From an optimization exercise on the open Yosys and OpenROAD flow, aimed at small area and a short achievable clock period; shortcuts taken in it are not production practice. In this exercise RTL edits were held to simulation tests only and were not proved equivalent to the original.

[design/flow/config.mk]
export PLATFORM = sky130hd
export DESIGN_NAME = ign_engine
export DESIGN_NICKNAME = ign_engine
export VERILOG_FILES = /design/flow/design.v
export SDC_FILE = /design/flow/constraint.sdc
export NUM_CORES = 4
export LEC_CHECK = 0
export ABC_AREA = 1
export CAP_MARGIN = 20
export CORE_MARGIN = 2
export CORE_UTILIZATION = 30
export CTS_BUF_LIST = sky130_fd_sc_hd__clkbuf_4
export CTS_CLUSTER_SIZE = 20
export PLACE_DENSITY = 0.4
export SLEW_MARGIN = 20
[design/flow/constraint.sdc]
create_clock -name core_clock -period 420.0 [get_ports {clk}]
set_input_delay 84.0000 -clock core_clock [delete_from_list [all_inputs] [get_ports {clk}]]
set_output_delay 84.0000 -clock core_clock [all_outputs]
set_load 0.01 [all_outputs]
[design/flow/design.v]
module ign_engine (
    input  wire        clk,
    input  wire        rst,           
    input  wire        edge_in,       
    input  wire        cmd_valid,     
    input  wire [2:0]  cmd_op,
    input  wire [31:0] cmd_data,
    output wire [1:0]  spark,         
    output reg  [1:0]  sync_state,    
    output reg  [1:0]  phase,         
    output wire        busy,
    output reg         ign_en,
    output reg  [1:0]  tidx,
    output reg  [1:0]  ref_idx,
    output reg  [15:0] rps,
    output reg  [15:0] rpm
);
    localparam N_SLOTS = 11;
    localparam [1:0] S_UNSYNC = 2'd0, S_SYNCING = 2'd1, S_SYNCED = 2'd2;
    localparam [1:0] P_IDLE = 2'd0, P_DELAY = 2'd1, P_DWELL = 2'd2;
    localparam [2:0] OP_METER_START = 3'd0;
    localparam [2:0] OP_METER_STOP  = 3'd1;
    localparam [2:0] OP_SET_RECORD  = 3'd2;
    localparam [2:0] OP_SET_SHIFT   = 3'd3;
    localparam [2:0] OP_IGN_INIT    = 3'd4;
    reg        meter;         
    reg        run0;
    reg [2:0]  psel0;
    reg [15:0] cnt0;
    reg        e0;            
    reg        e1;            
    reg [9:0]  psc0;
    reg        primed;
    reg        ch;
    reg [9:0]  psc1;          
    reg [2:0]  dsel;          
    reg        chain;         
    reg        dv;            
    reg [36:0] X;
    reg [9:0]  kreg;          
    reg [9:0]  cyc;           
    reg        scnt1;
    reg [16:0] h1, h2, h3;      
    reg [15:0] tbl_speed  [0:N_SLOTS-1];
    reg [7:0]  tbl_timing [0:N_SLOTS-1];
    reg [7:0]  shift_r;
    assign busy  = phase != P_IDLE;
    assign spark = {phase[1] & ch, phase[1] & ~ch};
    function [20:0] bksub20;
        input [19:0] a;
        input [19:0] b;
        integer i, l;
        reg [19:0] gg, pp;
        begin
            gg = ~a & b;          
            pp = ~(a ^ b);        
            for (l = 1; l < 32; l = l * 2)
                for (i = 2 * l - 1; i < 20; i = i + 2 * l) begin
                    gg[i] = gg[i] | (pp[i] & gg[i - l]);
                    pp[i] = pp[i] & pp[i - l];
                end
            for (l = 16; l >= 1; l = l / 2)
                for (i = 3 * l - 1; i < 20; i = i + 2 * l) begin
                    gg[i] = gg[i] | (pp[i] & gg[i - l]);
                    pp[i] = pp[i] & pp[i - l];
                end
            bksub20 = {gg[19], a ^ b ^ {gg[18:0], 1'b0}};
        end
    endfunction
    function [18:0] bkadd19;
        input [18:0] a;
        input [18:0] b;
        input        ci;
        integer i, l;
        reg [18:0] gg, pp;
        begin
            gg = a & b;
            pp = a ^ b;
            gg[0] = gg[0] | (pp[0] & ci);
            for (l = 1; l < 32; l = l * 2)
                for (i = 2 * l - 1; i < 19; i = i + 2 * l) begin
                    gg[i] = gg[i] | (pp[i] & gg[i - l]);
                    pp[i] = pp[i] & pp[i - l];
                end
            for (l = 16; l >= 1; l = l / 2)
                for (i = 3 * l - 1; i < 19; i = i + 2 * l) begin
                    gg[i] = gg[i] | (pp[i] & gg[i - l]);
                    pp[i] = pp[i] & pp[i - l];
                end
            bkadd19 = a ^ b ^ {gg[17:0], ci};
        end
    endfunction
    function lt17;
        input [16:0] a;
        input [16:0] b;
        integer i;
        reg l;
        begin
            l = 1'b0;
            for (i = 0; i < 17; i = i + 1)
                l = (~a[i] & b[i]) | (~(a[i] ^ b[i]) & l);
            lt17 = l;
        end
    endfunction
    function [36:0] rsub37;
        input [36:0] a;
        input [36:0] b;
        integer i;
        reg br;
        reg [36:0] d;
        begin
            br = 1'b0;
            for (i = 0; i < 37; i = i + 1) begin
                d[i] = a[i] ^ b[i] ^ br;
                br = (~a[i] & b[i]) | (~(a[i] ^ b[i]) & br);
            end
            rsub37 = d;
        end
    endfunction
    reg [9:0] mask0;
    always @* begin
        case (psel0)
            3'd0:    mask0 = 10'd0;
            3'd1:    mask0 = 10'd7;
            3'd2:    mask0 = 10'd63;
            3'd3:    mask0 = 10'd255;
            default: mask0 = 10'd1023;
        endcase
    end
    wire tick0 = run0 && ((psc0 & mask0) == mask0);
    wire [16:0] dur = {e0, cnt0} + {16'd0, tick0};
    wire [16:0] cs_s1 = h3 ^ h2 ^ h1;
    wire [16:0] cs_c1 = (h3 & h2) | (h3 & h1) | (h2 & h1);
    wire [17:0] cs_a  = {1'b0, cs_s1};
    wire [17:0] cs_b  = {cs_c1, 1'b0};
    wire [17:0] cs_d  = {1'b0, e0, cnt0};
    wire [17:0] cs_s2 = cs_a ^ cs_b ^ cs_d;
    wire [17:0] cs_c2 = (cs_a & cs_b) | (cs_a & cs_d) | (cs_b & cs_d);
    wire [18:0] S = bkadd19({1'b0, cs_s2}, {cs_c2, 1'b0}, tick0);
    wire        l1 = lt17(h2, h3);
    wire [16:0] m01 = l1 ? h2 : h3;
    wire        l2 = lt17(h1, m01);
    wire [16:0] m012 = l2 ? h1 : m01;
    wire        l3 = lt17(dur, m012);
    wire [1:0]  lock_ref = l3 ? 2'd3 : l2 ? 2'd2 : l1 ? 2'd1 : 2'd0;
    reg [23:0] f;
    reg [13:0] c_sat;
    always @* begin
        case (psel0)
            3'd0:    begin f = 24'd16000000; c_sat = 14'd14648; end
            3'd1:    begin f = 24'd2000000;  c_sat = 14'd1831;  end
            3'd2:    begin f = 24'd250000;   c_sat = 14'd228;   end
            3'd3:    begin f = 24'd62500;    c_sat = 14'd57;    end
            default: begin f = 24'd15625;    c_sat = 14'd14;    end
        endcase
    end
    wire        big = S <= {5'd0, c_sat};
    wire [29:0] N = big ? {6'd0, f} : {f, 6'd0};
    wire [18:0] rr [0:17];
    wire [16:0] Q;
    assign rr[17] = {6'd0, N[29:17]};
    genvar gi;
    generate
        for (gi = 0; gi < 17; gi = gi + 1) begin : g_div
            localparam [18:0] M = (gi <= 11) ? 19'h7FFFF : ((19'd1 << (30 - gi)) - 19'd1);
            wire [19:0] rin = {rr[gi+1], N[gi]};
            wire [20:0] dd  = bksub20(rin, {1'b0, S});
            wire        ge  = ~dd[20];
            wire [19:0] nx  = ge ? dd[19:0] : rin;
            assign Q[gi] = ge;
            assign rr[gi] = nx[18:0] & M;
        end
    endgenerate
    wire [10:0] qs = Q[16:6];
    wire [5:0]  q2 = Q[5:0] - {4'd0, Q[5:4]} - {5'd0, (rr[0] < rr[4])};
    wire [16:0] rpm_full = {qs, q2} - {4'd0, qs, 2'b00};
    wire [15:0] rps_new = !big ? {5'd0, qs} : Q[16] ? 16'hFFFF : Q[15:0];
    wire [15:0] rpm_new = big ? 16'hFFFF : rpm_full[15:0];
    function gt16;
        input [15:0] a;
        input [15:0] b;
        integer i;
        reg g, e;
        begin
            g = 1'b0; e = 1'b1;
            for (i = 15; i >= 0; i = i - 1) begin
                g = g | (e & a[i] & ~b[i]);
                e = e & ~(a[i] & ~b[i]) & ~(~a[i] & b[i]);
            end
            gt16 = g;
        end
    endfunction
    reg [7:0] timing;
    integer j;
    always @* begin
        timing = tbl_timing[N_SLOTS-1];
        for (j = N_SLOTS - 1; j >= 1; j = j - 1)
            if (gt16(tbl_speed[j], rps_new)) timing = tbl_timing[j-1];
        if (gt16(tbl_speed[0], rps_new)) timing = tbl_timing[0];
    end
    wire [8:0] diff = {1'b0, shift_r} - {1'b0, timing};
    wire [7:0] value = diff[8] ? 8'd0 : (diff[7:0] > 8'd180) ? 8'd180 : diff[7:0];
    wire [26:0] u = value * S;
    reg  [36:0] P;
    always @* begin
        case (psel0)
            3'd0:    P = {10'd0, u};
            3'd1:    P = {7'd0, u, 3'd0};
            3'd2:    P = {4'd0, u, 6'd0};
            3'd3:    P = {2'd0, u, 8'd0};
            default: P = {u, 10'd0};
        endcase
    end
    wire arm_ok = P >= 37'd720;
    wire lt1    = P < 37'd92520;
    wire lt8    = P < 37'd740160;
    wire lt64   = P < 37'd5921280;
    wire lt256  = P < 37'd23685120;
    wire lt1024 = P < 37'd94740480;
    wire [2:0] arm_dsel = lt1 ? 3'd0 : lt8 ? 3'd1 : lt64 ? 3'd2 : lt256 ? 3'd3 : 3'd4;
    reg [9:0]  mask1;
    reg [36:0] thr1;
    always @* begin
        case (dsel)
            3'd0:    begin mask1 = 10'd0;    thr1 = 37'd720;    end
            3'd1:    begin mask1 = 10'd7;    thr1 = 37'd3240;   end
            3'd2:    begin mask1 = 10'd63;   thr1 = 37'd23400;  end
            3'd3:    begin mask1 = 10'd255;  thr1 = 37'd92520;  end
            default: begin mask1 = 10'd1023; thr1 = 37'd369000; end
        endcase
    end
    wire blk1 = (psc1 & mask1) == mask1;
    wire [36:0] X_sub = rsub37(X, chain ? 37'd1024 : 37'd360);
    wire [9:0]  cyc_inc = cyc + 10'd1;
    wire [9:0]  r_sh  = {cyc[8:0], X[36]};
    wire        r_ge  = r_sh >= 10'd360;
    reg        n_meter, n_run0, n_primed, n_e0, n_e1;
    reg [2:0]  n_psel0;
    reg [15:0] n_cnt0;
    reg [9:0]  n_psc0;
    reg        n_ch, n_ign_en, n_chain, n_dv;
    reg [9:0]  n_psc1, n_kreg, n_cyc;
    reg [2:0]  n_dsel;
    reg [36:0] n_X;
    reg [1:0]  n_phase, n_sstate, n_tidx, n_ref;
    reg        n_scnt1;
    reg [15:0] n_rps, n_rpm;
    reg        ev, fire, fire_ch, dlv;
    task stall_action;
        begin
            n_sstate = S_UNSYNC; n_tidx = 2'd0; n_scnt1 = 1'b0; n_ref = 2'd0;
            n_rps = 16'd0; n_rpm = 16'd0;
            n_phase = P_IDLE;    
        end
    endtask
    task start_dwell;    
        begin
            n_phase = P_DWELL;
            n_dsel = 3'd0; n_chain = 1'b0; n_dv = 1'b0;
            n_X = 37'd576000; n_psc1 = 10'd0;
        end
    endtask
    always @* begin
        n_meter = meter; n_run0 = run0; n_primed = primed; n_psel0 = psel0;
        n_cnt0 = cnt0; n_e0 = e0; n_e1 = e1; n_psc0 = psc0;
        n_ch = ch; n_ign_en = ign_en; n_chain = chain; n_dv = dv;
        n_psc1 = psc1; n_kreg = kreg; n_cyc = cyc; n_dsel = dsel; n_X = X;
        n_phase = phase; n_sstate = sync_state; n_tidx = tidx; n_ref = ref_idx;
        n_scnt1 = scnt1;
        n_rps = rps; n_rpm = rpm;
        ev = 1'b0; fire = 1'b0; fire_ch = 1'b0; dlv = 1'b0;
        if (run0) begin
            if (!tick0) begin
                n_psc0 = psc0 + 10'd1;
            end else begin
                n_psc0 = 10'd0;
                if (cnt0 == 16'hFFFF) begin
                    n_cnt0 = 16'd0;
                    n_e0 = ~e0; n_e1 = e1 | e0;
                    if (e0 | e1) begin
                        n_primed = 1'b0;
                        stall_action;
                    end
                end else begin
                    n_cnt0 = cnt0 + 16'd1;
                end
            end
        end
        if (n_phase != P_IDLE) begin
            n_psc1 = psc1 + 10'd1;
            if (!chain) begin
                n_X = X_sub;
                if (blk1 && X < thr1) ev = 1'b1;
            end else if (dv) begin
                if (psc1 == 10'd37) begin
                    n_kreg = X[27:18] + {9'd0, |X[17:10]};
                    n_cyc = 10'd0;
                    n_dv = 1'b0;
                end else begin
                    n_cyc = {1'b0, r_ge ? r_sh[8:0] - 9'd360 : r_sh[8:0]};
                    n_X = {X[35:0], r_ge};
                end
            end else if (blk1) begin
                n_X = X_sub;
                if (cyc_inc == kreg) begin
                    n_cyc = 10'd0;
                    if (X_sub[27:10] < {8'd0, kreg}) ev = 1'b1;
                end else begin
                    n_cyc = cyc_inc;
                end
            end
            if (ev) begin
                if (phase == P_DELAY) start_dwell;
                else n_phase = P_IDLE;
            end
        end
        if (edge_in && run0) begin
            n_cnt0 = 16'd0; n_e0 = 1'b0; n_e1 = 1'b0; n_psc0 = 10'd0;
            if (!n_primed) begin
                n_primed = 1'b1;
            end else if (dur > 17'd100000) begin
                stall_action;
            end else begin
                dlv = 1'b1;
                n_tidx = tidx + 2'd1;
                if (sync_state == S_UNSYNC)
                    n_sstate = S_SYNCING;
                if (n_sstate == S_SYNCING && tidx == 2'd3) begin
                    n_scnt1 = 1'b1;
                    if (scnt1) begin
                        n_ref = lock_ref;
                        n_sstate = S_SYNCED;
                    end
                end
                if (n_sstate == S_SYNCED) begin
                    n_rps = rps_new; n_rpm = rpm_new;
                end
                if (sync_state == S_SYNCED && ign_en) begin
                    if (tidx == ref_idx) begin
                        fire = 1'b1; fire_ch = 1'b0;
                    end else if (tidx == ref_idx + 2'd2) begin
                        fire = 1'b1; fire_ch = 1'b1;
                    end
                end
                if (fire && n_phase == P_IDLE) begin
                    n_ch = fire_ch;
                    if (value == 8'd0) begin
                        start_dwell;
                    end else if (arm_ok) begin
                        n_phase = P_DELAY;
                        n_X = P; n_psc1 = 10'd0; n_cyc = 10'd0;
                        n_dsel = arm_dsel;
                        n_chain = !lt1024; n_dv = !lt1024;
                    end
                end
            end
        end
        if (cmd_valid) begin
            case (cmd_op)
                OP_METER_START: if (cmd_data[2:0] <= 3'd4) begin
                    n_meter = 1'b1; n_run0 = 1'b1; n_psel0 = cmd_data[2:0];
                    n_cnt0 = 16'd0; n_e0 = 1'b0; n_e1 = 1'b0; n_psc0 = 10'd0;
                    n_primed = 1'b0;
                    stall_action;
                end
                OP_METER_STOP: if (meter) begin
                    n_run0 = 1'b0;
                    stall_action;
                end
                OP_IGN_INIT: begin
                    if (cmd_data[0] != ign_en) begin
                        n_phase = P_IDLE;
                        n_ign_en = cmd_data[0];
                    end
                end
                default: ;
            endcase
        end
    end
    always @(posedge clk) begin
        if (rst) begin
            meter <= 1'b0; run0 <= 1'b0;
            ign_en <= 1'b0; phase <= P_IDLE;
            sync_state <= S_UNSYNC; tidx <= 2'd0; ref_idx <= 2'd0; scnt1 <= 1'b0;
            rps <= 16'd0; rpm <= 16'd0;
        end else begin
            meter <= n_meter; run0 <= n_run0;
            ign_en <= n_ign_en; phase <= n_phase;
            sync_state <= n_sstate; tidx <= n_tidx; ref_idx <= n_ref; scnt1 <= n_scnt1;
            rps <= n_rps; rpm <= n_rpm;
        end
    end
    always @(posedge clk) begin
        primed <= n_primed; psel0 <= n_psel0;
        cnt0 <= n_cnt0; e0 <= n_e0; e1 <= n_e1; psc0 <= n_psc0;
        if (dlv) begin
            h3 <= h2; h2 <= h1; h1 <= dur;
        end
        ch <= n_ch; psc1 <= n_psc1; dsel <= n_dsel; chain <= n_chain; dv <= n_dv;
        X <= n_X; kreg <= n_kreg; cyc <= n_cyc;
    end
    always @(posedge clk) begin
        if (cmd_valid && cmd_op == OP_SET_RECORD &&
            cmd_data[27:24] < N_SLOTS && cmd_data[23:16] <= 8'd180) begin
            tbl_speed[cmd_data[27:24]]  <= cmd_data[15:0];
            tbl_timing[cmd_data[27:24]] <= cmd_data[23:16];
        end
        if (cmd_valid && cmd_op == OP_SET_SHIFT && cmd_data[7:0] <= 8'd180)
            shift_r <= cmd_data[7:0];
    end
endmodule
[design/flow/run.sh]
#!/bin/bash
# synth_recipe.tcl (not shown) runs the flow's synth.tcl, then flattens the netlist and writes it again
# the make line also repeats each setting of config.mk as NAME=value (left out here)
make -C /OpenROAD-flow-scripts/flow DESIGN_CONFIG=/design/flow/config.mk WORK_HOME=/design/flow/orfs CLKGATE_MAP_FILE= SYNTH_SCRIPT=/design/flow/synth_recipe.tcl finish
==> results of run 1 <==
## area by class of cell
class                   instances  share of cell area [%]
diodes                          5                  0.0226
clock buffers                 229                    3.10
clock inverters                37                   0.373
inverters                     940                    6.41
multi-input cells            4770                    59.1
flip-flops and latches        472                    23.1
well taps                    2189                    4.94
repair buffers                184                    2.88
## cells in the final DEF (no fill, tap or decap), drive strengths merged, types with 135 or more instances in the layout
cell,count
nand2,1207
inv,926
nor2,696
o21ai,586
ha,529
a21oi,390
edfxtp,337
fa,298
clkbuf,229
nand3,184
xor2,148
dfxtp,135
## metal layers
layer	GRT usage, %	up-vias	part of all wire (%)
met2	33.2	791	47
met1	26.5	20800	47
met4	5.22	2	2.3
met3	2.28	184	3.7
li1	-	21700	-
met5	0	-	0.0066
## worst max path at each step
stage	slack, ns	to	depth (start not counted)	startpoint
global route	332.63	X[29]	402	psel0[2]
detailed placement	332.05	cnt0[9]	12	cmd_data[1]
CTS	333.23	cnt0[13]	12	cmd_data[1]
global placement	332.00	cnt0[9]	12	cmd_data[1]
floorplan	333.54	h1[0]	3	edge_in
finish	333.24	cnt0[13]	12	cmd_data[1]
## through the flow
step | utilization, % | area, sq um
after CTS | 33.5 | 55400
final | 33.5 | 55400
after global routing | 33.5 | 55400
after floorplan | - | 50100
after global placement | 32.3 | 53400
after detailed placement | 32.3 | 53400
## sequential cells by signal (all words and copies together), names as in the netlist, 16 cells and up
signal and cells:
rpm 16, h1 17, tbl_timing 88, tbl_speed 176, rps 16, h2 17, X 37, h3 17
cnt0 16
## cells by family (layout without fill, tap and decap cells)
logic type / count (synthesis) / count (layout) / share of synthesized area (%)
AOI/OAI and AO/OA: 1373 / 1373 / 16.2
xor gates and xnor gates: 231 / 231 / 4.04
adders and majority gates: 827 / 827 / 25.1
buffers and inverters: 1129 / 1390 / 9.13
DFF: 472 / 472 / 25.6
muxes: 10 / 10 / 0.200
other: 0 / 5 / 0
and+or+nand+nor: 2329 / 2329 / 19.6
## worst min-delay path, stage by stage (launching register included)
cell     delay [ns]
dfxtp_1        0.30
inv_1          0.05
a21oi_1        0.05
==> impl_results.md, run 1 <==
* Final Max Slew Viols at 0
* Worst flop-to-flop path startpoint: psel0[2]
* Clk_skew at 0.0946 ns
* Root Driver: clkbuf_4
* Final std cells w/o fill at 8826
* Syn avg cell area at 7.86 sq um
* Post-layout min period at 86.76 ns
* Post-synth EDFFs at 337
* Worst-path fanout max at 14
* Post-placement worst setup slack at 332.05 ns
* # H-tree levels at 4
* Worst-path cell chain: clkdlybuf4s50_1, o21ai_0, inv_1, a21oi_1, inv_1, nor2_1, inv_1, nor2_1, nor2_1, nand2_1, o21bai_1, a21oi_1
* Setup ws final at 333.24 ns
* Clock sink count at 472
* Fill cells at 17600
* Top cell type by total area after synthesis: edfxtp_1
* FFs w/ async S/R, synth at 0%
* Reg2reg path depth at 399
* Hold WS at 0.455 ns
* RSZ-0062 raised after global routing: false
* Required time of the critical path at 420.94 ns
* Critical setup path kind: in -> reg
* Drc violations at 0
* Max Cap Viol at 0
* Hold Path Cell Cnt at 2
* CTS clk-pin slew, worst paths at 0.06 ns
* Die area at 170000 sq um
* Worst-Margin Slew at 1.09 ns
* Primary FF master, synth: edfxtp_1
* Post-cts resize count at 0
* Nets@finish at 7381
* Hold EP: psc0[9]
* Hold Crit Start: psc0[9]
* Synth top area cells: edfxtp_1, ha_1, fa_1, nand2_1, inv_1
* Syn. warnings at 1
* Critical Path Source Type: input pin
* Largest net degree at the start of global routing at 50
* Vias in the first global route at 43200
* Antenna-violating nets left at 0
* Fin. Hold Viols at 0
* Peak per-stage delay on the critical path at 0.92 ns
* Data arrival, critical path at 87.70 ns
* Share of cells above drive strength 1 at 8.16%
* Core ar. at 165000 sq um
* Fmax achieved at 11.5 MHz
* Antenna violations before repair at 4
* Final wirelength at 166000 um
* Min-delay worst type: reg -> reg
* Share of the synthesized area in the top cell type at 20.2%
* Register area at 12800 sq um
* Synth Instances at 6371
* Total grt overflow at 0
* Count leader, synth: nand2_1
* Routed via count at 43500
* Mapped cell area at 50100 sq um
* Post-DP HPWL at 127000 um
* Status: complete, no violations
* Max-slew headroom at 26.9%
* Final Cycle Share at 20.7%
* Tot GR Track Use at 19.7%
* First-pass GRT wire length at 257000 um
* Num rows at 149
* Max clock buf depth at 3
* Hold-fix buffers, CTS at 0
* Synth unique cells at 87
* Synthesized flop and latch total at 472
* Gpl congestion at 0.831
* Critical Path End Type: flip-flop
* Sequential share of the synthesized area at 25.6%
* Crit-path slowest cell: o21ai_0
* PortBufs at 78
* R2r endpoint: X[29]
* Die X at 412 um
* Chip Height at 412 um
* P&R area growth vs syn at 10.7%
* TritonCTS Buffers at 147
* Post-CTS setup buffers at 0
* Drt wl/cell at 18.9 um
* Worst path bufs/invs at 4
* DRT Pass-1 Iters at 5
* Setup violations, final at 0
* Clk latency of the worst-skew pair at 1.12 ns
* Via density at 4.92
* Multi-input logic area at 32700 sq um
* Initial DRC Count at 2684
* Crit path max-delay family: compound AO/OA/AOI/OAI gates
* R2R setup slack at 340.93 ns
* Initial core utilization at 30.3%
* Commonest cells in the netlist: nand2_1, inv_1, nor2_1, o21ai_0, ha_1
* CTS tree: yes
* # IOs at 83
* Setup total negative slack at 0 ns
* Placed Cells at 8554
==> run 2: changes to the inputs <==
--- a/design/flow/config.mk
+++ b/design/flow/config.mk
@@ -10,6 +10,4 @@
 export CORE_MARGIN = 2
 export CORE_UTILIZATION = 30
-export CTS_BUF_LIST = sky130_fd_sc_hd__clkbuf_4
-export CTS_CLUSTER_SIZE = 20
 export PLACE_DENSITY = 0.4
 export SLEW_MARGIN = 20
==> run 2 against run 1 <==
Still clean; die area did not move; clock-buffer cell count is 139 lower; critical path depth is the same; non-clock buffer count is the same; clock skew decreased by 0.017 ns; flip-flop and latch count unchanged; cell area about the same; worst hold slack got worse by 0.0013 ns; setup slack worse by 0.40 ns; synthesized area did not move; sequential share of layout area about the same; critical endpoint unchanged; largest cell class unchanged.
==> impl_results.md, run 2 <==
* Status: complete, no violations
* Post-placement worst setup slack at 332.05 ns
* Share of the synthesized area in the top cell type at 20.2%
* Share of cells above drive strength 1 at 5.91%
* CTS tree: yes
* Antenna-violating nets left at 0
* Post-Synth Adder-Cell Area at 25.1%
* Synthesized flop and latch total at 472
* Final Max Slew Viols at 0
* Commonest cells in the netlist: nand2_1, inv_1, nor2_1, o21ai_0, ha_1
* Clk latency of the worst-skew pair at 0.69 ns
* Drt wl/cell at 19.1 um
* Max Cap Viol at 0
* Drc violations at 0
* Total grt overflow at 0
* CTS clk-pin slew, worst paths at 0.06 ns
* Die X at 412 um
* Mapped cell area at 50100 sq um
* Synth Instances at 6371
* Setup ws final at 332.84 ns
* Vias in the first global route at 42400
* Initial DRC Count at 2700
* Register area at 12800 sq um
* N_diodes at 0
* Nets@finish at 7295
* Placed Cells at 8554
* Max clock buf depth at 3
* Post-synth EDFFs at 337
* First-pass GRT wire length at 256000 um
* Post-layout min period at 87.16 ns
* Core ar. at 165000 sq um
* Critical Path End Type: flip-flop
* Post-cts resize count at 0
* Synth unique cells at 87
* Via density at 4.95
* Critical Path Source Type: input pin
* Mux cell area share after synthesis at 0.200%
* Final std cells w/o fill at 8668
* Clock sink count at 472
* Chip Height at 412 um
* Count leader, synth: nand2_1
* Num rows at 149
* P&R area growth vs syn at 10.7%
* Clk_skew at 0.0774 ns
* Data arrival, critical path at 87.72 ns
* Antenna violations before repair at 2
* Dpl cell area at 53400 sq um
* Die area at 170000 sq um
* Initial core utilization at 30.3%
* Root Driver: clkbuf_16
* Fill cells at 17500
* Top cell type by total area after synthesis: edfxtp_1
* Tot GR Track Use at 19.4%
* Final wirelength at 166000 um
* Complex-gate fraction of the synthesized area at 16.2%
* Hold-fix buffers, CTS at 0
* Setup violations, final at 0
* Commonest non-fill, non-tap cell in the layout: nand2_1
* Worst-Margin Slew at 1.10 ns
* Syn. warnings at 1
* Sequential share of the synthesized area at 25.6%
* Setup total negative slack at 0 ns
* Commonest non-fill, non-tap cells in the layout: nand2_1, inv_1, nor2_1, o21ai_0, ha_1
* Synth Area in Simple Gates at 19.6%
* RSZ-0062 raised after global routing: false
* FFs w/ async S/R, synth at 0%
* Post-route cell area at 55400 sq um
* Worst-path fanout max at 14
* Critical setup path kind: in -> reg
* # H-tree levels at 2
* Post-DP HPWL at 127000 um
* Final Cycle Share at 20.8%
* Post-CTS setup buffers at 0
* Synth Area in XOR/XNOR at 4.04%
* Syn avg cell area at 7.86 sq um
* DRT Pass-1 Iters at 5
* Synth top area cells: edfxtp_1, ha_1, fa_1, nand2_1, inv_1
* Largest register FFs at 176
* Min-delay worst type: reg -> reg
* Primary FF master, synth: edfxtp_1
* Combinational family with the most area after synthesis: adder cells
* Max-slew headroom at 26.3%
* Routed via count at 42900
* PortBufs at 78
* Multi-input logic area at 32700 sq um
* Required time of the critical path at 420.56 ns
* # IOs at 83
* Fin. Hold Viols at 0
* Fmax achieved at 11.5 MHz
* Gpl congestion at 0.831
* Largest net degree at the start of global routing at 50
* TritonCTS Buffers at 61
-- run 2: cell counts after synthesis --
Identical to the previous run, type by type.
-- run 2: final timing paths --
kind | slack (ns) | start | end | cells past startpoint
worst max-delay path | 332.84 | cmd_data[1] | cnt0[13] | 12
worst min-delay path | 0.45 | psc0[9] | psc0[9] | 2
worst max register to register | 340.95 | psel0[2] | X[28] | 400
worst min register to register | 0.45 | psc0[9] | psc0[9] | 2
-- run 2: logic make-up (layout without fill, tap and decap cells) --
kind of cell | count (synthesis) | after routing
DFF | 472 | 472
AOI/OAI and AO/OA | 1373 | 1373
muxes | 10 | 10
buffers and inverters | 1129 | 1237
adders and majority gates | 827 | 827
xor gates and xnor gates | 231 | 231
and+or+nand+nor | 2329 | 2329
-- run 2: cell type report --
class                   count  share of cell area, %
clock inverters            23                  0.379
inverters                 940                   6.41
flip-flops and latches    472                   23.1
repair buffers            184                   2.88
clock buffers              90                   3.14
multi-input cells        4770                   59.1
well taps                2189                   4.94
-- run 2: critical path, stage by stage --
cell and delay [ns]:
clkdlybuf4s50_1 0.81, o21ai_0 0.92, inv_1 0.21, a21oi_1 0.18, inv_1 0.06, nor2_1 0.12
inv_1 0.07, nor2_1 0.50, nor2_1 0.23, nand2_1 0.38, o21bai_1 0.18, a21oi_1 0.06
-- run 2: routing by layer --
| metal | wire length, um | share of wire (%) | global-route usage (%) |
|---|---|---|---|
| met1 | 79100 | 48 | 26.6 |
| met2 | 78000 | 47 | 33.3 |
| met3 | 5270 | 3.2 | 1.72 |
| met4 | 3510 | 2.1 | 4.06 |
| met5 | 13 | 0.0078 | 0 |
-- run 2: stage by stage --
stage | util [%] | hold WS [ns]
after floorplan | - | 0.426
after global placement | 32.3 | 0.443
after global routing | 33.5 | 0.492
after CTS | 33.5 | 0.457
final | 33.5 | 0.454
after detailed placement | 32.3 | 0.448
==> run 3: changes to the inputs <==
--- a/design/flow/config.mk
+++ b/design/flow/config.mk
@@ -9,5 +9,5 @@
 export CAP_MARGIN = 20
 export CORE_MARGIN = 2
-export CORE_UTILIZATION = 30
-export PLACE_DENSITY = 0.4
+export CORE_UTILIZATION = 50
+export PLACE_DENSITY = 0.6
 export SLEW_MARGIN = 20
==> run 3 against run 2 <==
Critical path type unchanged; largest cell class unchanged; sequential share of layout area increased by 0.59 points; critical path depth decreased by 3; cell count decreased by 10%; core utilization increased by 21 points; via count increased by 1.9%; still clean; non-clock buffer count decreased by 4; clock-buffer cell count decreased by 12; worst hold slack got worse by 0.0038 ns; register-to-register slack got worse by 0.31 ns; first-iteration DRC count increased by 28%.
==> impl_results.md, run 3 <==
* Critical Path End Type: flip-flop
* Routed via count at 43700
* Syn avg cell area at 7.86 sq um
* DRT Pass-1 Iters at 6
* Commonest non-fill, non-tap cell in the layout: nand2_1
* Required time of the critical path at 420.53 ns
* Worst-path fanout max at 26
* Commonest cells in the netlist: nand2_1, inv_1, nor2_1, o21ai_0, ha_1
* Max clock buf depth at 3
* Synth unique cells at 87
* Share of the synthesized area in the top cell type at 20.2%
* Vias in the first global route at 41900
* PortBufs at 78
* Die area at 103000 sq um
* First-pass GRT wire length at 235000 um
* # IOs at 83
* Mapped cell area at 50100 sq um
* Syn. warnings at 1
* Max-slew headroom at 25.7%
* Largest register FFs at 176
* Largest net degree at the start of global routing at 66
* Synth Instances at 6371
* Fin. Hold Viols at 0
* Synth top area cells: edfxtp_1, ha_1, fa_1, nand2_1, inv_1
* CTS clk-pin slew, worst paths at 0.06 ns
* RSZ-0062 raised after global routing: false
* Via density at 5.63
* Primary FF master, synth: edfxtp_1
* Setup ws final at 332.72 ns
* Gpl congestion at 0.898
* Die X at 320 um
* Antenna-violating nets left at 0
* Hold WS at 0.450 ns
* Min-delay worst type: reg -> reg
* Tot GR Track Use at 28.9%
* CTS tree: yes
* Sequential share of the synthesized area at 25.6%
* Data arrival, critical path at 87.81 ns
* TritonCTS Buffers at 55
* Hold Path Cell Cnt at 2
* Final Cycle Share at 20.8%
* Total grt overflow at 0
* Status: complete, no violations
* Hold-fix buffers, CTS at 0
* Drt wl/cell at 19.1 um
* P&R area growth vs syn at 7.92%
* FFs w/ async S/R, synth at 0%
* Post-DP HPWL at 113000 um
* Worst-Margin Slew at 1.10 ns
* Max Cap Viol at 0
* Final core occ at 54.2%
* Fmax achieved at 11.5 MHz
* Reg2reg path depth at 400
* Core ar. at 99700 sq um
* Count leader, synth: nand2_1
* N_diodes at 0
* Clk latency of the worst-skew pair at 0.67 ns
* Post-placement worst setup slack at 332.26 ns
* Post-layout min period at 87.28 ns
* Critical setup path kind: in -> reg
* Drc violations at 0
* Critical Path Source Type: input pin
* Setup total negative slack at 0 ns
* # H-tree levels at 2
* Clk_skew at 0.0684 ns
* Clock sink count at 472
* Num rows at 116
* Synthesized flop and latch total at 472
* Top cell type by total area after synthesis: edfxtp_1
* Chip Height at 320 um
* Root Driver: clkbuf_16
* Post-cts resize count at 0
* Post-synth EDFFs at 337
* Post-CTS setup buffers at 0
* Setup violations, final at 0
* Nets@finish at 7285
* Initial DRC Count at 3459
* Antenna violations before repair at 0
* Final Max Slew Viols at 0
* Initial core utilization at 50.2%
* Commonest non-fill, non-tap cells in the layout: nand2_1, inv_1, nor2_1, o21ai_0, ha_1
* Final wirelength at 148000 um
* Share of cells above drive strength 1 at 5.71%
run 3: logic make-up (layout without fill, tap and decap cells):
family | Yosys count | count (layout) | synth area share, %
DFF | 472 | 472 | 25.6
adders and majority gates | 827 | 827 | 25.1
AOI/OAI and AO/OA | 1373 | 1373 | 16.2
muxes | 10 | 10 | 0.200
buffers and inverters | 1129 | 1223 | 9.13
xor gates and xnor gates | 231 | 231 | 4.04
and+or+nand+nor | 2329 | 2329 | 19.6
run 3: worst paths after layout:
check,startpoint,end,slack [ns]
max,edge_in,X[19],332.72
min,psc0[9],psc0[9],0.45
max reg2reg,psel0[0],cyc[7],340.64
min reg2reg,psc0[9],psc0[9],0.45
run 3: worst max-delay path, cell delays in order:
cell and delay (ns):
clkdlybuf4s50_1 0.48, nand2_1 0.26, nor2_4 0.62, clkinv_1 0.81
nor2_1 0.69, inv_1 0.55, o21ai_0 0.22, nand2_1 0.06
o21ai_0 0.08
run 3: layout make-up:
cell class,instances,area (sq um)
Clock buffer,78,1520
Tap cell,1298,1620
Fill cell,9395,45700
Multi-Input combinational cell,4770,32700
Timing Repair Buffer,180,1550
Sequential cell,472,12800
Clock inverter,25,206
Inverter,940,3550
run 3: through the flow:
step	cell area, sq um	std cells
global placement	52300	7659
floorplan	50100	6371
CTS	54000	7762
detailed placement	52300	7659
finish	54000	7763
global route	54000	7763
run 3: metal layers:
layer  GRT usage [%]  wire, um  up-vias  share of wire, %
met3            4.86     11000      199               7.4
met1            40.5     67100    20800                45
met4            5.93      2890        0               2.0
li1                -         -    21400                 -
met2            47.0     67000     1323                45
met5               0         0        -                 0
==> run 4: changes to the inputs <==
--- a/design/flow/config.mk
+++ b/design/flow/config.mk
@@ -9,5 +9,5 @@
 export CAP_MARGIN = 20
 export CORE_MARGIN = 2
-export CORE_UTILIZATION = 50
-export PLACE_DENSITY = 0.6
+export CORE_UTILIZATION = 70
+export PLACE_DENSITY = 0.8
 export SLEW_MARGIN = 20
==> run 4 against run 3 <==
Core utilization is 21 points higher; synthesized area stayed put; largest cell class unchanged; via count is 3.7% higher.
==> impl_results.md, run 4 <==
* Status: complete, no violations
* Total grt overflow at 0
* P&R area growth vs syn at 7.03%
* PortBufs at 78
* Post-CTS setup buffers at 0
* R2R setup slack at 341.59 ns
* Setup violations, final at 0
* Post-route cell area at 53600 sq um
* Fill cells at 5431
* Top cell type by total area after synthesis: edfxtp_1
* FFs w/ async S/R, synth at 0%
* Nets@finish at 7279
* Tot GR Track Use at 38.6%
* Clk_skew at 0.0575 ns
* Fin. Hold Viols at 0
* Post-synth EDFFs at 337
* Post-layout min period at 87.07 ns
* # H-tree levels at 2
* Core ar. at 71100 sq um
* Post-DP HPWL at 106000 um
* Hold Path Cell Cnt at 2
* Final Cycle Share at 20.7%
* Synth top area cells: edfxtp_1, ha_1, fa_1, nand2_1, inv_1
* Vias in the first global route at 44100
* Clk latency of the worst-skew pair at 0.64 ns
* Max Cap Viol at 0
* CTS clk-pin slew, worst paths at 0.06 ns
* CTS tree: yes
* Peak per-stage delay on the critical path at 0.75 ns
* Largest register FFs at 176
* Sequential share of the synthesized area at 25.6%
* Mapped cell area at 50100 sq um
* Placed Cells at 7307
* Critical Path End Type: flip-flop
* Synth Instances at 6371
* Primary FF master, synth: edfxtp_1
* Via density at 6.12
* Commonest cells in the netlist: nand2_1, inv_1, nor2_1, o21ai_0, ha_1
* Post-cts resize count at 0
* Initial DRC Count at 4630
* TritonCTS Buffers at 52
* Hold Crit Start: psc0[9]
* Routed via count at 45400
* Final core occ at 75.3%
* Register area at 12800 sq um
* Clock sink count at 472
* Syn. warnings at 1
* Die area at 73700 sq um
* Commonest non-fill, non-tap cell in the layout: nand2_1
* Critical setup path kind: in -> reg
* RSZ-0062 raised after global routing: false
* Count leader, synth: nand2_1
* Final wirelength at 142000 um
* DRT Pass-1 Iters at 6
* Final Max Slew Viols at 0
* Data arrival, critical path at 87.59 ns
* Gpl congestion at 0.945
* R2r endpoint: X[28]
* Setup total negative slack at 0 ns
* Commonest non-fill, non-tap cells in the layout: nand2_1, inv_1, nor2_1, o21ai_0, ha_1
* Final std cells w/o fill at 7408
* Hold EP: psc0[9]
* Reg2reg path depth at 404
* Max clock buf depth at 3
* # IOs at 83
* Root Driver: clkbuf_16
* Antenna-violating nets left at 0
* Drt wl/cell at 19.2 um
* Worst-path fanout max at 26
* Largest net degree at the start of global routing at 65
* Hold-fix buffers, CTS at 0
* Initial core utilization at 70.4%
* Crit-path slowest cell: clkinv_1
* Chip Height at 271 um
* Dpl cell area at 51800 sq um
* Min-delay worst type: reg -> reg
* Fmax achieved at 11.5 MHz
* Critical Path Source Type: input pin
* Num rows at 98
* Worst-Margin Slew at 1.20 ns
* Synthesized flop and latch total at 472
* Antenna violations before repair at 2
* Worst flop-to-flop path startpoint: psel0[2]
* Syn avg cell area at 7.86 sq um
* Die X at 271 um
* Share of cells above drive strength 1 at 5.53%
* Synth unique cells at 87
* Drc violations at 0
* Post-placement worst setup slack at 332.45 ns
* Worst-path cell chain: clkdlybuf4s50_1, nand2_1, buf_4, nor2_4, clkinv_1, nor2_1, inv_1, o21ai_0, a21oi_1
* Max-slew headroom at 20.2%
* Hold WS at 0.458 ns
* Multi-input logic area at 32700 sq um
* First-pass GRT wire length at 228000 um
* Share of the synthesized area in the top cell type at 20.2%
* Required time of the critical path at 420.52 ns
* Setup ws final at 332.93 ns
-- run 4: cell count changes in the layout (fill, tap and decap cells not counted), moves of 3 or more --
cell / previous run / this run
clkinv_1: 23 / 28
bufinv_16: 0 / 7
clkinv_4: 3 / 0
clkbuf_1: 18 / 12
clkbuf_16: 56 / 53
buf_4: 102 / 98
clkbuf_8: 4 / 0
-- run 4: how the worst max path moves through the flow --
stage,from,endpoint,slack [ns],cells past startpoint
final,edge_in,X[33],332.93,9
after global routing,edge_in,X[9],332.71,10
after CTS,edge_in,X[33],333.06,9
after detailed placement,edge_in,X[9],332.45,10
after global placement,edge_in,X[22],332.49,9
after floorplan,edge_in,h1[0],333.54,3
-- run 4: area by class of cell --
cell class | count | share of cell area (%)
multi-input combinational | 4770 | 61.1
antenna | 2 | 0.00934
timing repair buffer | 177 | 2.84
inverter | 940 | 6.63
tap | 950 | 2.22
clock buffer | 65 | 2.56
sequential | 472 | 23.9
clock inverter | 32 | 0.712
-- run 4: critical path, delay by kind of cell --
| family | cells | cell delay [ns] |
|---|---|---|
| buffers and inverters | 4 | 2.06 |
| and+or+nand+nor | 3 | 1.12 |
| AOI/OAI and AO/OA | 2 | 0.38 |
-- run 4: cell families after synthesis --
| family | Yosys count | share of synthesized area [%] |
|---|---|---|
| and+or+nand+nor | 2329 | 19.6 |
| AOI/OAI and AO/OA | 1373 | 16.2 |
| buffers and inverters | 1129 | 9.13 |
| adders and majority gates | 827 | 25.1 |
| DFF | 472 | 25.6 |
| xor gates and xnor gates | 231 | 4.04 |
| muxes | 10 | 0.200 |
-- run 4: layer usage --
metal  wire (um)  GRT usage, %  vias to the layer above
met3       14600          7.82                      444
met1       56500          50.1                    21300
li1            -             -                    21400
met2       63900          62.2                     2169
met5         131             0                        -
met4        7120          17.8                        4
==> run 5: changes to the inputs <==
--- a/design/flow/design.v
+++ b/design/flow/design.v
@@ -37,7 +37,8 @@
     reg        chain;         
     reg        dv;            
-    reg [36:0] X;
+    reg [26:0] X;
     reg [9:0]  kreg;          
     reg [9:0]  cyc;           
+    reg [1:0]  mage;          
     reg        scnt1;
     reg [16:0] h1, h2, h3;      
@@ -103,17 +104,17 @@
         end
     endfunction
-    function [36:0] rsub37;
-        input [36:0] a;
-        input [36:0] b;
+    function [26:0] rsub27;
+        input [26:0] a;
+        input [26:0] b;
         integer i;
         reg br;
-        reg [36:0] d;
+        reg [26:0] d;
         begin
             br = 1'b0;
-            for (i = 0; i < 37; i = i + 1) begin
+            for (i = 0; i < 27; i = i + 1) begin
                 d[i] = a[i] ^ b[i] ^ br;
                 br = (~a[i] & b[i]) | (~(a[i] ^ b[i]) & br);
             end
-            rsub37 = d;
+            rsub27 = d;
         end
     endfunction
@@ -138,10 +139,7 @@
     wire [17:0] cs_c2 = (cs_a & cs_b) | (cs_a & cs_d) | (cs_b & cs_d);
     wire [18:0] S = bkadd19({1'b0, cs_s2}, {cs_c2, 1'b0}, tick0);
-    wire        l1 = lt17(h2, h3);
-    wire [16:0] m01 = l1 ? h2 : h3;
-    wire        l2 = lt17(h1, m01);
-    wire [16:0] m012 = l2 ? h1 : m01;
-    wire        l3 = lt17(dur, m012);
-    wire [1:0]  lock_ref = l3 ? 2'd3 : l2 ? 2'd2 : l1 ? 2'd1 : 2'd0;
+    wire [16:0] mmin = (mage == 2'd0) ? h1 : (mage == 2'd1) ? h2 : h3;
+    wire        lnew = lt17(dur, mmin);
+    wire [1:0]  lock_ref = lnew ? 2'd3 : 2'd2 - mage;
     reg [23:0] f;
     reg [13:0] c_sat;
@@ -220,18 +218,27 @@
     wire [2:0] arm_dsel = lt1 ? 3'd0 : lt8 ? 3'd1 : lt64 ? 3'd2 : lt256 ? 3'd3 : 3'd4;
     reg [9:0]  mask1;
-    reg [36:0] thr1;
+    reg [26:0] thr1;
     always @* begin
         case (dsel)
-            3'd0:    begin mask1 = 10'd0;    thr1 = 37'd720;    end
-            3'd1:    begin mask1 = 10'd7;    thr1 = 37'd3240;   end
-            3'd2:    begin mask1 = 10'd63;   thr1 = 37'd23400;  end
-            3'd3:    begin mask1 = 10'd255;  thr1 = 37'd92520;  end
-            default: begin mask1 = 10'd1023; thr1 = 37'd369000; end
+            3'd0:    begin mask1 = 10'd0;    thr1 = 27'd720;    end
+            3'd1:    begin mask1 = 10'd7;    thr1 = 27'd3240;   end
+            3'd2:    begin mask1 = 10'd63;   thr1 = 27'd23400;  end
+            3'd3:    begin mask1 = 10'd255;  thr1 = 27'd92520;  end
+            default: begin mask1 = 10'd1023; thr1 = 27'd369000; end
         endcase
     end
     wire blk1 = (psc1 & mask1) == mask1;
-    wire [36:0] X_sub = rsub37(X, chain ? 37'd1024 : 37'd360);
+    wire [26:0] X_sub = rsub27(X, chain ? 27'd1 : 27'd360);
     wire [9:0]  cyc_inc = cyc + 10'd1;
-    wire [9:0]  r_sh  = {cyc[8:0], X[36]};
+    wire [9:0]  r_sh  = {cyc[8:0], X[26]};
+    reg [9:0]  div_end;
+    always @*
+        case (psel0)
+            3'd0:    div_end = 10'd17;
+            3'd1:    div_end = 10'd20;
+            3'd2:    div_end = 10'd23;
+            3'd3:    div_end = 10'd25;
+            default: div_end = 10'd27;
+        endcase
     wire        r_ge  = r_sh >= 10'd360;
     reg        n_meter, n_run0, n_primed, n_e0, n_e1;
@@ -242,5 +249,6 @@
     reg [9:0]  n_psc1, n_kreg, n_cyc;
     reg [2:0]  n_dsel;
-    reg [36:0] n_X;
+    reg [26:0] n_X;
+    reg [1:0]  n_mage;
     reg [1:0]  n_phase, n_sstate, n_tidx, n_ref;
     reg        n_scnt1;
@@ -258,5 +266,5 @@
             n_phase = P_DWELL;
             n_dsel = 3'd0; n_chain = 1'b0; n_dv = 1'b0;
-            n_X = 37'd576000; n_psc1 = 10'd0;
+            n_X = 27'd576000; n_psc1 = 10'd0;
         end
     endtask
@@ -266,4 +274,5 @@
         n_ch = ch; n_ign_en = ign_en; n_chain = chain; n_dv = dv;
         n_psc1 = psc1; n_kreg = kreg; n_cyc = cyc; n_dsel = dsel; n_X = X;
+        n_mage = mage;
         n_phase = phase; n_sstate = sync_state; n_tidx = tidx; n_ref = ref_idx;
         n_scnt1 = scnt1;
@@ -293,11 +302,11 @@
                 if (blk1 && X < thr1) ev = 1'b1;
             end else if (dv) begin
-                if (psc1 == 10'd37) begin
-                    n_kreg = X[27:18] + {9'd0, |X[17:10]};
+                if (psc1 == div_end) begin
+                    n_kreg = X[17:8] + {9'd0, |X[7:0]};
                     n_cyc = 10'd0;
                     n_dv = 1'b0;
                 end else begin
                     n_cyc = {1'b0, r_ge ? r_sh[8:0] - 9'd360 : r_sh[8:0]};
-                    n_X = {X[35:0], r_ge};
+                    n_X = {X[25:0], r_ge};
                 end
             end else if (blk1) begin
@@ -305,5 +314,5 @@
                 if (cyc_inc == kreg) begin
                     n_cyc = 10'd0;
-                    if (X_sub[27:10] < {8'd0, kreg}) ev = 1'b1;
+                    if (X_sub[17:0] < {8'd0, kreg}) ev = 1'b1;
                 end else begin
                     n_cyc = cyc_inc;
@@ -324,4 +333,5 @@
                 dlv = 1'b1;
                 n_tidx = tidx + 2'd1;
+                n_mage = (tidx == 2'd0 || lnew) ? 2'd0 : mage + 2'd1;
                 if (sync_state == S_UNSYNC)
                     n_sstate = S_SYNCING;
@@ -349,5 +359,5 @@
                     end else if (arm_ok) begin
                         n_phase = P_DELAY;
-                        n_X = P; n_psc1 = 10'd0; n_cyc = 10'd0;
+                        n_X = lt1024 ? P[26:0] : u; n_psc1 = 10'd0; n_cyc = 10'd0;
                         n_dsel = arm_dsel;
                         n_chain = !lt1024; n_dv = !lt1024;
@@ -398,5 +408,5 @@
         end
         ch <= n_ch; psc1 <= n_psc1; dsel <= n_dsel; chain <= n_chain; dv <= n_dv;
-        X <= n_X; kreg <= n_kreg; cyc <= n_cyc;
+        X <= n_X; kreg <= n_kreg; cyc <= n_cyc; mage <= n_mage;
     end
     always @(posedge clk) begin
==> run 5 against run 4 <==
Non-clock buffer count is 13 lower; core utilization is 0.18 points lower; synthesized area is 1.9% lower; worst hold slack hardly changed; first-iteration DRC count is 8.2% lower; critical path type unchanged; largest cell class unchanged.
==> impl_results.md, run 5 <==
* Worst-path fanout max at 35
* Total grt overflow at 0
* Nets@finish at 7156
* Routed via count at 44700
* Die area at 72300 sq um
* Worst-Margin Slew at 1.28 ns
* CTS tree: yes
* TritonCTS Buffers at 48
* Num rows at 97
* Chip Height at 269 um
* Drc violations at 0
* Multi-input logic area at 32200 sq um
* Post-layout min period at 87.10 ns
* Post-synth EDFFs at 339
* DRT Pass-1 Iters at 6
* Syn avg cell area at 7.79 sq um
* Largest net degree at the start of global routing at 52
* Post-CTS setup buffers at 0
* Fmax achieved at 11.5 MHz
* Initial DRC Count at 4252
* Antenna-violating nets left at 0
* First-pass GRT wire length at 220000 um
* Primary FF master, synth: edfxtp_1
* Critical setup path kind: in -> reg
* Initial core utilization at 70.3%
* P&R area growth vs syn at 6.84%
* FFs w/ async S/R, synth at 0%
* Drt wl/cell at 19.2 um
* Synth unique cells at 84
* # H-tree levels at 2
* R2R setup slack at 348.37 ns
* Largest register FFs at 176
* Hold WS at 0.458 ns
* Max Cap Viol at 0
* Tot GR Track Use at 38.8%
* Setup total negative slack at 0 ns
* Synth top area cells: edfxtp_1, ha_1, fa_1, nand2_1, inv_1
* Count leader, synth: nand2_1
* Core ar. at 69800 sq um
* Min-delay worst type: reg -> reg
* Clk_skew at 0.0357 ns
* Share of the synthesized area in the top cell type at 20.7%
* Data arrival, critical path at 87.55 ns
* Commonest non-fill, non-tap cells in the layout: nand2_1, inv_1, nor2_1, ha_1, o21ai_0
* Final wirelength at 140000 um
* Syn. warnings at 1
* Clock sink count at 464
* Die X at 269 um
* Root Driver: clkbuf_16
* Required time of the critical path at 420.45 ns
* Via density at 6.11
* Final Cycle Share at 20.7%
* Gpl congestion at 0.979
* RSZ-0062 raised after global routing: false
* Final Max Slew Viols at 0
* Synthesized flop and latch total at 464
* Share of cells above drive strength 1 at 5.20%
* Top cell type by total area after synthesis: edfxtp_1
* CTS clk-pin slew, worst paths at 0.06 ns
* # IOs at 83
* Mapped cell area at 49100 sq um
* Antenna violations before repair at 1
* Post-cts resize count at 0
* Fin. Hold Viols at 0
* Sequential share of the synthesized area at 25.8%
* Register area at 12700 sq um
* PortBufs at 78
* Critical Path Source Type: input pin
* Commonest cells in the netlist: nand2_1, inv_1, nor2_1, ha_1, o21ai_0
* Commonest non-fill, non-tap cell in the layout: nand2_1
* Setup violations, final at 0
* Status: complete, no violations
* Synth Instances at 6300
* Vias in the first global route at 42300
* Max clock buf depth at 3
* Max-slew headroom at 13.7%
* Post-DP HPWL at 106000 um
* Clk latency of the worst-skew pair at 0.62 ns
* Hold-fix buffers, CTS at 0
* Fill cells at 5401
* Critical Path End Type: flip-flop
==> run 5: cell types whose count changed in the layout (fill, tap and decap cells not counted), moves of 15 or more <==
cell / previous run / this run
a2bb2oi_1: 16 / 1
o21ai_0: 556 / 454
nor3_1: 98 / 124
nor2_1: 671 / 686
nor4_1: 23 / 45
nand3_1: 169 / 210
o21ai_1: 19 / 62
ha_1: 529 / 489
inv_1: 907 / 892
==> run 5: worst max-delay path, stage by stage <==
cell and delay, ns:
clkdlybuf4s50_1 0.50, nand2_1 0.07, buf_4 0.24, nor2_4 0.12, buf_4 0.43, inv_1 0.29, nor2_1 0.17, buf_4 0.19
clkinv_1 0.62, nor2_1 0.33, buf_4 0.30, nand2_1 0.08, inv_1 0.12, a221oi_1 0.06
==> run 5: final cells by class <==
cell class                      instances  area share, %
Sequential cell                       464           24.2
Timing Repair Buffer                  164           2.72
Antenna cell                            3         0.0143
Clock buffer                           68           2.55
Multi-Input combinational cell       4733           61.4
Inverter                              919           6.59
Tap cell                              940           2.24
Clock inverter                         20          0.348
==> run 5: kinds of logic after synthesis <==
logic type / after synthesis / share of synthesized area, %
AO/OA/AOI/OAI: 1284 / 15.4
XOR/XNOR: 231 / 4.18
adder cells (fa/ha/maj): 787 / 24.6
buffers and inverters: 1103 / 8.78
flip-flops: 464 / 25.8
multiplexers: 8 / 0.163
AND/OR/NAND/NOR: 2423 / 21.1
==> run 5: routing by layer <==
| metal | global-route usage, % | vias to the layer above | share of wire, % |
|---|---|---|---|
| met2 | 62.7 | 2181 | 45 |
| met1 | 49.8 | 20900 | 39 |
| li1 | - | 21100 | - |
| met3 | 6.77 | 512 | 9.9 |
| met4 | 20.8 | 0 | 5.8 |
| met5 | 0 | - | 0 |
==> run 5: through the flow <==
step | std cells | area (sq um) | setup WS, ns | utilization [%]
2_1_floorplan | 6300 | 49100 | 333.11 | -
3_3_place_gp | 7220 | 50900 | 332.45 | 72.9
3_5_place_dp | 7220 | 50900 | 332.39 | 73.0
4_1_cts | 7308 | 52400 | 333.03 | 75.1
5_1_grt | 7308 | 52400 | 332.75 | 75.1
6_report | 7311 | 52400 | 332.90 | 75.2
==> run 5: path summary, 6_finish.rpt <==
path             from  cells past startpoint  endpoint
max           edge_in                     14    cyc[8]
min           psc0[9]                      2   psc0[9]
max reg2reg  psel0[2]                    350      X[9]
min reg2reg   psc0[9]                      2   psc0[9]
==> run 6: changes to the inputs <==
--- a/design/flow/design.v
+++ b/design/flow/design.v
@@ -6,8 +6,8 @@
     input  wire [2:0]  cmd_op,
     input  wire [31:0] cmd_data,
-    output wire [1:0]  spark,         
+    output reg  [1:0]  spark,         
     output reg  [1:0]  sync_state,    
     output reg  [1:0]  phase,         
-    output wire        busy,
+    output reg         busy,
     output reg         ign_en,
     output reg  [1:0]  tidx,
@@ -46,6 +46,4 @@
     reg [7:0]  tbl_timing [0:N_SLOTS-1];
     reg [7:0]  shift_r;
-    assign busy  = phase != P_IDLE;
-    assign spark = {phase[1] & ch, phase[1] & ~ch};
     function [20:0] bksub20;
         input [19:0] a;
@@ -324,4 +322,15 @@
             end
         end
+        if (n_phase == P_IDLE) begin
+            n_ch = tidx != ref_idx;
+            if (value == 8'd0) begin
+                n_dsel = 3'd0; n_chain = 1'b0; n_dv = 1'b0;
+                n_X = 27'd576000; n_psc1 = 10'd0;
+            end else begin
+                n_X = lt1024 ? P[26:0] : u; n_psc1 = 10'd0; n_cyc = 10'd0;
+                n_dsel = arm_dsel;
+                n_chain = !lt1024; n_dv = !lt1024;
+            end
+        end
         if (edge_in && run0) begin
             n_cnt0 = 16'd0; n_e0 = 1'b0; n_e1 = 1'b0; n_psc0 = 10'd0;
@@ -354,13 +363,8 @@
                 end
                 if (fire && n_phase == P_IDLE) begin
-                    n_ch = fire_ch;
-                    if (value == 8'd0) begin
-                        start_dwell;
-                    end else if (arm_ok) begin
+                    if (value == 8'd0)
+                        n_phase = P_DWELL;
+                    else if (arm_ok)
                         n_phase = P_DELAY;
-                        n_X = lt1024 ? P[26:0] : u; n_psc1 = 10'd0; n_cyc = 10'd0;
-                        n_dsel = arm_dsel;
-                        n_chain = !lt1024; n_dv = !lt1024;
-                    end
                 end
             end
@@ -394,5 +398,8 @@
             sync_state <= S_UNSYNC; tidx <= 2'd0; ref_idx <= 2'd0; scnt1 <= 1'b0;
             rps <= 16'd0; rpm <= 16'd0;
+            busy <= 1'b0; spark <= 2'b00;
         end else begin
+            busy <= n_phase != P_IDLE;
+            spark <= {n_phase == P_DWELL && n_ch, n_phase == P_DWELL && !n_ch};
             meter <= n_meter; run0 <= n_run0;
             ign_en <= n_ign_en; phase <= n_phase;
--- a/design/flow/config.mk
+++ b/design/flow/config.mk
@@ -10,4 +10,7 @@
 export CORE_MARGIN = 2
 export CORE_UTILIZATION = 70
+export CTS_BUF_LIST = sky130_fd_sc_hd__clkbuf_8
+export CTS_CLUSTER_DIAMETER = 60
+export CTS_CLUSTER_SIZE = 12
 export PLACE_DENSITY = 0.8
 export SLEW_MARGIN = 20
==> run 6 against run 5 <==
Highest routed layer unchanged; setup slack better by 0.64 ns; flip-flop and latch count is 3 higher; critical path type unchanged; synthesized area is 0.15% lower.
==> impl_results.md, run 6 <==
* Status: complete, no violations
* Required time of the critical path at 420.61 ns
* Fmax achieved at 11.6 MHz
* Critical Path Source Type: input pin
* Max-slew headroom at 24.9%
* Tot GR Track Use at 37.4%
* Final Max Slew Viols at 0
* Min-delay worst type: reg -> reg
* # IOs at 83
* First-pass GRT wire length at 214000 um
* Largest register FFs at 176
* # H-tree levels at 2
* Chip Height at 269 um
* Max clock buf depth at 3
* Synth top area cells: edfxtp_1, ha_1, fa_1, nand2_1, inv_1
* Commonest cells in the netlist: nand2_1, inv_1, nor2_1, ha_1, o21ai_0
* Syn. warnings at 1
* Max Cap Viol at 0
* TritonCTS Buffers at 47
* Post-layout min period at 86.46 ns
* Initial DRC Count at 4675
* Gpl congestion at 0.948
* Drt wl/cell at 18.6 um
* Fill cells at 5462
* CTS clk-pin slew, worst paths at 0.08 ns
* Worst-Margin Slew at 1.12 ns
* CTS tree: yes
* Synthesized flop and latch total at 467
* FFs w/ async S/R, synth at 0%
* Clk_skew at 0.0645 ns
* DRT Pass-1 Iters at 8
* Post-placement worst setup slack at 332.99 ns
* Worst flop-to-flop path startpoint: psel0[2]
* Commonest non-fill, non-tap cell in the layout: nand2_1
* PortBufs at 78
* Post-CTS setup buffers at 0
* Setup total negative slack at 0 ns
* Peak per-stage delay on the critical path at 0.72 ns
* Mapped cell area at 49000 sq um
* Initial core utilization at 70.4%
* Worst-path cell chain: clkdlybuf4s50_1, inv_1, nor2_1, inv_1, o21ai_0, nor3_1, inv_1, nor2_1, nor2_1, nand2_1, o21bai_1, a21oi_1
* Critical setup path kind: in -> reg
* Antenna-violating nets left at 0
* RSZ-0062 raised after global routing: false
* Die X at 269 um
* Die area at 72200 sq um
* Clk latency of the worst-skew pair at 0.68 ns
* Top cell type by total area after synthesis: edfxtp_1
* Crit path from: cmd_op[0]
* Synth unique cells at 81
* Vias in the first global route at 41500
* Commonest non-fill, non-tap cells in the layout: nand2_1, inv_1, nor2_1, ha_1, o21ai_0
* Setup ws final at 333.54 ns
* Data arrival, critical path at 87.07 ns
* Via density at 6.01
* Final Cycle Share at 20.6%
* Synth Instances at 6213
* Count leader, synth: nand2_1
* Antenna violations before repair at 2
* Post-synth EDFFs at 370
* Share of the synthesized area in the top cell type at 22.7%
* Hold WS at 0.471 ns
* Post-DP HPWL at 103000 um
* Syn avg cell area at 7.89 sq um
* Sequential share of the synthesized area at 26.6%
* Routed via count at 43700
* Crit-path slowest cell: clkdlybuf4s50_1
* Fin. Hold Viols at 0
* Setup violations, final at 0
* Hold Crit Start: psc0[9]
* Worst-path fanout max at 9
* Nets@finish at 7107
* Core ar. at 69700 sq um
* Num rows at 97
* Post-cts resize count at 0
* Critical Path End Type: flip-flop
* Drc violations at 0
* Final wirelength at 135000 um
* Share of cells above drive strength 1 at 4.84%
* Primary FF master, synth: edfxtp_1
* Hold-fix buffers, CTS at 0
* P&R area growth vs syn at 5.78%
* Clock sink count at 467
* Largest net degree at the start of global routing at 52
* Root Driver: clkbuf_8
* Total grt overflow at 0
[run 6: cell types whose count changed after synthesis, moves of 16 or more]
cell	before	now
nor2_1	702	630
buf_2	25	41
edfxtp_1	339	370
dfxtp_1	125	97
nand3_1	210	190
nor3_1	124	100
nand2_2	38	22
clkbuf_1	124	99
inv_1	892	961
nor4_1	46	27
o21ai_0	455	471
a21oi_1	381	332
o22ai_1	24	48
[run 6: final timing paths]
path | endpoint | slack (ns) | cells after the start
max | cnt0[9] | 333.54 | 12
min reg2reg | psc0[9] | 0.47 | 2
max reg2reg | X[10] | 346.82 | 360
min | psc0[9] | 0.47 | 2
[run 6: layout make-up]
class | instances | area (sq um) | share of cell area [%]
Multi-Input combinational cell | 4603 | 31600 | 60.9
Sequential cell | 467 | 13100 | 25.2
Inverter | 998 | 3750 | 7.23
Timing Repair Buffer | 165 | 1430 | 2.77
Tap cell | 940 | 1180 | 2.27
Clock buffer | 47 | 647 | 1.25
Clock inverter | 40 | 218 | 0.420
Antenna cell | 5 | 12.5 | 0.0241
[run 6: per-stage QoR]
stage / util [%] / instances / instance area (sq um)
3_5_place_dp: 73.2 / 7173 / 51000
2_1_floorplan: - / 6240 / 49100
6_report: 74.4 / 7265 / 51800
4_1_cts: 74.4 / 7260 / 51800
3_3_place_gp: 73.2 / 7173 / 51000
5_1_grt: 74.4 / 7261 / 51800
[run 6: per-layer routing]
metal	GRT usage (%)	wire, um
met5	0	0
met4	14.3	5470
met3	7.42	13700
met2	60.3	61100
met1	50.1	55200
[run 6: worst max-delay path, delay by kind of cell]
kind | cells | cell delay, ns
simple gates | 5 | 1.43
buf+inv | 4 | 1.01
compound gates | 3 | 0.64
[run 6: kinds of logic after synthesis]
| logic type | after synthesis | share of synthesized area [%] |
|---|---|---|
| adders and majority gates | 786 | 24.6 |
| muxes | 8 | 0.163 |
| buffers and inverters | 1170 | 9.29 |
| xor gates and xnor gates | 236 | 4.23 |
| AOI/OAI and AO/OA | 1269 | 15.3 |
| other | 1 | 0.00765 |
| DFF | 467 | 26.6 |
| and+or+nand+nor | 2276 | 19.8 |

[what the ideal ports hide]
In the flow no input, the clock included, has a driving cell. The finished layouts below were timed again as built, in two steps.
Step 1: set_driving_cell puts a clkbuf_16 on clk and a buf_2 on each other input, an assumption about the parent block.
Step 2 times the ports against the registers' clock, not the clock port: input delays grow and output delays shrink by t, the midpoint of the rising clock arrivals with the driver on.
Three values: ideal, step 1, step 2; two values: the first two.
| run | shift t [ns] | setup WS [ns] | worst slew at a driven data input, ns |
|---|---|---|---|
| run 1 | 1.149 | 333.238 / 333.288 / 332.139 | 0.09 |
| run 2 | 0.728 | 332.837 / 332.890 / 332.162 | 0.09 |
| run 3 | 0.717 | 332.720 / 332.769 / 332.052 | 0.04 |
| run 4 | 0.685 | 332.925 / 332.974 / 332.289 | 0.07 |
| run 5 | 0.669 | 332.900 / 332.942 / 332.273 | 0.09 |
| run 6 | 0.718 | 333.538 / 333.580 / 332.862 | 0.06 |
After both steps setup and hold are still met in every run listed. For run 1, which loses most, drivers alone change the setup slack by +0.050 ns; drivers and shift together by -1.099 ns.
